Context: an optimization exercise on an open-source flow, tuned for small area, a short achievable clock period and few clock cycles. The choices shown serve that exercise and are no tape-out recipe. In this exercise RTL edits were held to simulation tests only and were not proved equivalent to the original. Power figures rest on the tool's default switching activity, not on a simulated workload.

==> ember: inputs <==
// ki_codec
module ki_codec (
    input  wire       clk,
    input  wire       rst,
    input  wire       req_valid,
    output wire       req_ready,
    input  wire [7:0] req_data,
    output reg        rsp_valid,
    input  wire       rsp_ready,
    output reg  [7:0] rsp_data
);
clock: 30.0 ns
lec_check: 0
cap_margin: 20
core_margin: 2
core_utilization: 40
slew_margin: 20
standard.sh (not shown) runs the stock make flow with config.mk's settings and CLKGATE_MAP_FILE= SYNTH_SCRIPT=/design/flow/synth_recipe.tcl, a recipe that flattens the netlist after the stock synthesis.
==> flow/flow/run.sh <==
#!/bin/bash
# Layout flow: the standard ORFS flow (standard.sh), with
#  - the standard synthesis (standard.sh synth, unchanged), whose
#    combinational logic is then re-mapped by ABC (three passes) with an area-oriented script
#    (flow/remap.sh, flow/area.abc); every flip-flop instance is kept as it is,
#    and the re-mapped netlist is proved equivalent to the standard one. If any
#    of that fails, the standard netlist is used as it is;
#  - port buffers of sky130_fd_sc_hd__buf_2 (buffer_ports -buffer_cell);
#  - a clock tree of clkbuf_4 leaf clusters, without dummy loads;
#  - timing repair aiming a little past the (unchanged) constraints.
# Logs: flow_synth.log, remap/*.log, flow_standard.log here; ORFS keeps each
# step's log under orfs/logs/.
set -euo pipefail
W=$(pwd)
R=$W/orfs/results/sky130hd/ki_codec/base
bash standard.sh synth > flow_synth.log 2>&1
if bash flow/remap.sh $R/1_2_yosys.v $W/remap/out.v flow/area.abc $W/remap > flow_remap.log 2>&1; then
  cp $R/1_2_yosys.v $W/remap/standard_1_2_yosys.v
  cp $W/remap/out.v $R/1_2_yosys.v
  rm -f $R/1_synth.odb $R/1_synth.sdc
  echo "remapped netlist in use" >> flow_remap.log
else
  echo "remap failed; standard netlist in use" >> flow_remap.log
fi
export BUFFER_PORTS_ARGS="-buffer_cell sky130_fd_sc_hd__buf_2"
export CTS_ARGS="-sink_clustering_enable -repair_clock_nets -dont_use_dummy_load -buf_list sky130_fd_sc_hd__clkbuf_4 -sink_clustering_size 10 -sink_clustering_max_diameter 50"
export SETUP_SLACK_MARGIN=17.75
bash standard.sh > flow_standard.log 2>&1
==> flow/flow/remap.sh <==
#!/bin/bash
# usage: remap.sh in.v out.v area.abc workdir
# Re-maps the combinational logic of the standard synthesis netlist with ABC
# (area-oriented script), keeping every flip-flop instance as it is: same
# name, cell type and connections. Then proves the new netlist equivalent to
# the old one (yosys equiv_*), and fails if it cannot.
set -euo pipefail
IN=$1; OUT=$2; S=$(realpath $3); T=$4
Y=${YOSYS_EXE:-}
if [[ -z "$Y" ]]; then Y=$(command -v yosys || echo ${FLOW_HOME:-/OpenROAD-flow-scripts/flow}/../tools/install/yosys/bin/yosys); fi
LIB=${FLOW_HOME:-/OpenROAD-flow-scripts/flow}/platforms/sky130hd/lib/sky130_fd_sc_hd__tt_025C_1v80.lib
mkdir -p $T
printf 'set_driving_cell sky130_fd_sc_hd__buf_1\nset_load 5\n' > $T/abc.constr
DU=""
for c in probe_p_8 probec_p_8 lpflow_bleeder_1 lpflow_clkbufkapwr_1 lpflow_clkbufkapwr_16 lpflow_clkbufkapwr_2 lpflow_clkbufkapwr_4 lpflow_clkbufkapwr_8 lpflow_clkinvkapwr_1 lpflow_clkinvkapwr_16 lpflow_clkinvkapwr_2 lpflow_clkinvkapwr_4 lpflow_clkinvkapwr_8 lpflow_decapkapwr_12 lpflow_decapkapwr_3 lpflow_decapkapwr_4 lpflow_decapkapwr_6 lpflow_decapkapwr_8 lpflow_inputiso0n_1 lpflow_inputiso0p_1 lpflow_inputiso1n_1 lpflow_inputiso1p_1 lpflow_inputisolatch_1 lpflow_isobufsrc_1 lpflow_isobufsrc_16 lpflow_isobufsrc_2 lpflow_isobufsrc_4 lpflow_isobufsrc_8 lpflow_isobufsrckapwr_16 lpflow_lsbuf_lh_hl_isowell_tap_1 lpflow_lsbuf_lh_hl_isowell_tap_2 lpflow_lsbuf_lh_hl_isowell_tap_4 lpflow_lsbuf_lh_isowell_4 lpflow_lsbuf_lh_isowell_tap_1 lpflow_lsbuf_lh_isowell_tap_2 lpflow_lsbuf_lh_isowell_tap_4; do DU="$DU -dont_use sky130_fd_sc_hd__$c"; done
cat > $T/remap.ys <<EOS
read_liberty -ignore_miss_func $LIB
read_verilog $IN
hierarchy -top ki_codec
setattr -mod -set keep_hierarchy 1 */t:\$_*FF* %m
flatten
opt_clean -purge
abc -script $S -liberty $LIB $DU -constr $T/abc.constr -D 30.0
opt_clean -purge
hilomap -singleton -hicell sky130_fd_sc_hd__conb_1 HI -locell sky130_fd_sc_hd__conb_1 LO
splitnets
opt_clean -purge
stat -liberty $LIB ki_codec
select ki_codec
write_verilog -noattr -nohex -nodec -selected $T/remapped.v
EOS
# three passes, each from the previous pass's netlist
cp $IN $T/pass_in.v
for p in 1 2 3; do
  sed "s#read_verilog $IN#read_verilog $T/pass_in.v#" $T/remap.ys > $T/remap_$p.ys
  $Y -l $T/remap_$p.log -s $T/remap_$p.ys > /dev/null
  cp $T/remapped.v $T/pass_in.v
done
cat > $T/equiv.ys <<EOS
read_liberty -ignore_miss_func $LIB
read_verilog $IN
rename ki_codec gold
read_verilog $T/remapped.v
rename ki_codec gate
flatten
opt_clean
equiv_make gold gate eq
hierarchy -top eq
equiv_simple -seq 2
equiv_induct -seq 2
equiv_status -assert
EOS
$Y -l $T/equiv.log -s $T/equiv.ys > /dev/null
# same flip-flops, by name and cell type
diff <(grep -o 'sky130_fd_sc_hd__e\?df[a-z]*_[0-9] [^ ]*' $IN | sort) \
     <(grep -o 'sky130_fd_sc_hd__e\?df[a-z]*_[0-9] [^ ]*' $T/remapped.v | sort)
cp $T/remapped.v $OUT
Other scripts of this flow, unchanged in this note and not shown: flow/flow/area.abc
==> inputs of raven, as changes to ember <==
==> flow/flow/run.sh (replaced) <==
#!/bin/bash
# Layout flow: the standard ORFS flow (standard.sh), with
#  - the standard synthesis (standard.sh synth, unchanged), whose
#    combinational logic is then re-mapped by ABC with an area-oriented script
#    (flow/remap.sh, flow/area.abc); every flip-flop instance is kept as it is,
#    and the re-mapped netlist is proved equivalent to the standard one. If any
#    of that fails, the standard netlist is used as it is;
#  - port buffers of sky130_fd_sc_hd__buf_2 (buffer_ports -buffer_cell);
#  - a clock tree of clkbuf_8 leaf clusters, without dummy loads;
#  - timing repair aiming a little past the (unchanged) constraints.
# Logs: flow_synth.log, remap/*.log, flow_standard.log here; ORFS keeps each
# step's log under orfs/logs/.
set -euo pipefail
W=$(pwd)
R=$W/orfs/results/sky130hd/ki_codec/base
bash standard.sh synth > flow_synth.log 2>&1
if bash flow/remap.sh $R/1_2_yosys.v $W/remap/out.v flow/area.abc $W/remap > flow_remap.log 2>&1; then
  cp $R/1_2_yosys.v $W/remap/standard_1_2_yosys.v
  cp $W/remap/out.v $R/1_2_yosys.v
  rm -f $R/1_synth.odb $R/1_synth.sdc
  echo "remapped netlist in use" >> flow_remap.log
else
  echo "remap failed; standard netlist in use" >> flow_remap.log
fi
export BUFFER_PORTS_ARGS="-buffer_cell sky130_fd_sc_hd__buf_2"
export CTS_ARGS="-sink_clustering_enable -repair_clock_nets -dont_use_dummy_load -buf_list sky130_fd_sc_hd__clkbuf_8 -sink_clustering_size 14 -sink_clustering_max_diameter 60"
export SETUP_SLACK_MARGIN=17.6
bash standard.sh > flow_standard.log 2>&1
--- a/flow/flow/remap.sh
+++ b/flow/flow/remap.sh
@@ -25,21 +25,15 @@
 hilomap -singleton -hicell sky130_fd_sc_hd__conb_1 HI -locell sky130_fd_sc_hd__conb_1 LO
 splitnets
 opt_clean -purge
 stat -liberty $LIB ki_codec
 select ki_codec
 write_verilog -noattr -nohex -nodec -selected $T/remapped.v
 EOS
-# three passes, each from the previous pass's netlist
-cp $IN $T/pass_in.v
-for p in 1 2 3; do
-  sed "s#read_verilog $IN#read_verilog $T/pass_in.v#" $T/remap.ys > $T/remap_$p.ys
-  $Y -l $T/remap_$p.log -s $T/remap_$p.ys > /dev/null
-  cp $T/remapped.v $T/pass_in.v
-done
+$Y -l $T/remap.log -s $T/remap.ys > /dev/null
 cat > $T/equiv.ys <<EOS
 read_liberty -ignore_miss_func $LIB
 read_verilog $IN
 rename ki_codec gold
 read_verilog $T/remapped.v
 rename ki_codec gate
 flatten
==> inputs of nickel, as changes to ember <==
- CORE_UTILIZATION: 40 -> 60
- PLACE_DENSITY: unset -> 0.75
==> inputs of yarrow, as changes to ember <==
--- a/flow/design.v
+++ b/flow/design.v
@@ -41,17 +41,15 @@
     reg [31:0] frames_tx;   
     reg        fz;          
     reg        lay_valid;
     reg [31:0] lay_map;     
     reg [7:0]  ring [0:31];
     reg [7:0]  dlen;        
     reg        lok;         
-    reg        nin;         
-    reg [3:0]  ms;
-    wire [4:0] mode = {!nin, ms};
+    reg [4:0]  mode;
     reg [3:0]  c;           
     reg [4:0]  mi;          
     reg [15:0] len;
     reg [15:0] txcrc;
     reg [2:0]  kind;
     reg        kbad;
     reg [2:0]  tsel;        
@@ -64,15 +62,15 @@
         reg [7:0] x;
         begin
             x = cc[15:8] ^ bb;
             x = x ^ {4'd0, x[7:4]};
             crc_step = {cc[7:0], 8'h00} ^ {x[3:0], 12'h000} ^ {3'd0, x, 5'd0} ^ {8'd0, x};
         end
     endfunction
-    assign req_ready = nin && (rsp_ready || rsp_empty);
+    assign req_ready = !mode[4] && (rsp_ready || rsp_empty);
     wire adv  = !rsp_valid || rsp_ready;
     wire take = !mode[4] && adv && req_valid;
     wire pop  = rsp_valid && rsp_ready;
     wire step = mode[4] ? adv : take;
     wire [7:0]  b    = req_data;
     wire [15:0] n_in = {b, len[7:0]};
     reg [7:0] tap;
@@ -204,16 +202,15 @@
     end
     reg [4:0] nmode;
     always @(posedge clk) begin
         if (rst) begin
             crc_acc   <= 16'hFFFF;
             fz        <= 1'b1;
             lay_valid <= 1'b0;
-            ms        <= 4'd0;
-            nin       <= 1'b1;
+            mode      <= 5'd0;
         end else begin
             nmode = mode;
             if (step) begin
             case (mode)
             M_OP: begin
                 c <= 4'd0;
                 mi <= 5'd0;
@@ -397,18 +394,15 @@
                 if (c[1:0] == 2'd3) begin
                     if (mode == R_BITS) goff <= goff + 3'd1;
                     nmode = M_OP;
                 end
             end
             endcase
             end
-            if (step) begin
-                ms  <= nmode[3:0];
-                nin <= !nmode[4];
-            end
+            if (step) mode <= nmode;
         end
     end
     wire ring_in  = take && ((mode == A_LSET && c[2]) || (mode == B_LLOAD && ld_bits));
     wire ring_rot = (take && (mode == B_DPACK) && c[2] && (c[1:0] == 2'd3)) ||
                     (adv && (mode == E_UVAL) && (j == 2'd3)) ||
                     (adv && (mode == R_BITS));
     always @(posedge clk) begin
--- a/flow/flow/run.sh
+++ b/flow/flow/run.sh
@@ -1,14 +1,13 @@
 #!/bin/bash
 # Layout flow: the standard ORFS flow (standard.sh), with
 #  - the standard synthesis (standard.sh synth, unchanged), whose
 #    combinational logic is then re-mapped by ABC (three passes) with an area-oriented script
-#    (flow/remap.sh, flow/area.abc); every flip-flop instance is kept as it is,
-#    and the re-mapped netlist is proved equivalent to the standard one. If any
-#    of that fails, the standard netlist is used as it is;
+#    (flow/remap.sh, flow/area.abc); every flip-flop instance is kept as it is.
+#    If that fails, the standard netlist is used as it is;
 #  - port buffers of sky130_fd_sc_hd__buf_2 (buffer_ports -buffer_cell);
 #  - a clock tree of clkbuf_4 leaf clusters, without dummy loads;
 #  - timing repair aiming a little past the (unchanged) constraints.
 # Logs: flow_synth.log, remap/*.log, flow_standard.log here; ORFS keeps each
 # step's log under orfs/logs/.
 set -euo pipefail
 W=$(pwd)
--- a/flow/flow/remap.sh
+++ b/flow/flow/remap.sh
@@ -1,13 +1,12 @@
 #!/bin/bash
 # usage: remap.sh in.v out.v area.abc workdir
 # Re-maps the combinational logic of the standard synthesis netlist with ABC
 # (area-oriented script), keeping every flip-flop instance as it is: same
-# name, cell type and connections. Then proves the new netlist equivalent to
-# the old one (yosys equiv_*), and fails if it cannot.
+# name, cell type and connections. Fails unless the flip-flops are the same.
 set -euo pipefail
 IN=$1; OUT=$2; S=$(realpath $3); T=$4
 Y=${YOSYS_EXE:-}
 if [[ -z "$Y" ]]; then Y=$(command -v yosys || echo ${FLOW_HOME:-/OpenROAD-flow-scripts/flow}/../tools/install/yosys/bin/yosys); fi
 LIB=${FLOW_HOME:-/OpenROAD-flow-scripts/flow}/platforms/sky130hd/lib/sky130_fd_sc_hd__tt_025C_1v80.lib
 mkdir -p $T
 printf 'set_driving_cell sky130_fd_sc_hd__buf_1\nset_load 5\n' > $T/abc.constr
@@ -32,26 +31,11 @@
 # three passes, each from the previous pass's netlist
 cp $IN $T/pass_in.v
 for p in 1 2 3; do
   sed "s#read_verilog $IN#read_verilog $T/pass_in.v#" $T/remap.ys > $T/remap_$p.ys
   $Y -l $T/remap_$p.log -s $T/remap_$p.ys > /dev/null
   cp $T/remapped.v $T/pass_in.v
 done
-cat > $T/equiv.ys <<EOS
-read_liberty -ignore_miss_func $LIB
-read_verilog $IN
-rename ki_codec gold
-read_verilog $T/remapped.v
-rename ki_codec gate
-flatten
-opt_clean
-equiv_make gold gate eq
-hierarchy -top eq
-equiv_simple -seq 2
-equiv_induct -seq 2
-equiv_status -assert
-EOS
-$Y -l $T/equiv.log -s $T/equiv.ys > /dev/null
 # same flip-flops, by name and cell type
 diff <(grep -o 'sky130_fd_sc_hd__e\?df[a-z]*_[0-9] [^ ]*' $IN | sort) \
      <(grep -o 'sky130_fd_sc_hd__e\?df[a-z]*_[0-9] [^ ]*' $T/remapped.v | sort)
 cp $T/remapped.v $OUT
==> flow_summary.yaml <==
floorplan:
  core-area_um2: 43300
worst_setup_path:
  reg2reg_to: "ms[2]"
layout:
  syn2layout_area_growth_pct: 9.35
  multi_input_cells: 929
power:
  p_clk_share_pct: 30.7
outcome:
  status: "timing/DRC/antenna clean"
Source of the figures above: raven

==> flow_summary.yaml <==
outcome:
  status: "timing/DRC/antenna clean"
worst_setup_path:
  reg2reg_to: "rsp_data[3]"
layout:
  syn2layout_area_growth_pct: 8.70
  multi_input_cells: 925
Source of the figures above: ember

==> flow_summary.yaml <==
outcome:
  status: "timing/DRC/antenna clean"
layout:
  multi_input_cells: 932
  syn2layout_area_growth_pct: 9.05
worst_setup_path:
  reg2reg_to: "mode[4]"
grt:
  use_met2_pct: 33.7
power:
  p_clk_share_pct: 27.6
Source of the figures above: yarrow

==> flow_summary.yaml <==
detailed_routing:
  wl_met2_um: 21100
layout:
  syn2layout_area_growth_pct: 7.29
  multi_input_cells: 925
floorplan:
  core-area_um2: 28700
worst_setup_path:
  reg2reg_to: "rsp_data[3]"
outcome:
  status: "timing/DRC/antenna clean"
power:
  p_clk_share_pct: 26.9
Source of the figures above: nickel

Testbench counts of ember, summed over its fixed seeds: cycles 72,216.
Testbench counts of raven, summed over its fixed seeds: cycles 72,216.
Testbench counts of nickel, summed over its fixed seeds: cycles 72,216.
Testbench counts of yarrow, summed over its fixed seeds: cycles 72,216.

-- what the ideal ports hide --
The flow's constraints put no driver on any port. The routed layouts listed below were extracted and timed again, unchanged, in two steps. Step 1 sets driving cells, clkbuf_16 on the clock port and buf_2 on the other inputs (assumed; they add their load-dependent delay and slew). Step 2 adds t to the input delays and takes it off the output delays; t is the mean of the earliest and latest rising clock arrival at the registers after step 1. Input paths then give back, and output paths get back, about the clock's delay inside the block. Slacks: ideal ports / drivers / drivers and shift; pairs: ideal ports / drivers.
| run | t, ns | slack for setup (ns) | worst setup path at the end | worst data-port slew with drivers (ns) | cell pins on the clock port's net |
|---|---|---|---|---|---|
| ember | 0.822 | 17.656 / 17.615 / 17.615 | input to output | 0.08 | 1 |
| raven | 0.648 | 17.633 / 17.614 / 17.614 | input to output | 0.03 | 1 |
| nickel | 0.722 | 17.668 / 17.636 / 17.636 | input to output | 0.07 | 1 |
| yarrow | 0.824 | 17.640 / 17.599 / 17.599 | input to output | 0.06 | 1 |
After both steps setup and hold are still met in every run listed.
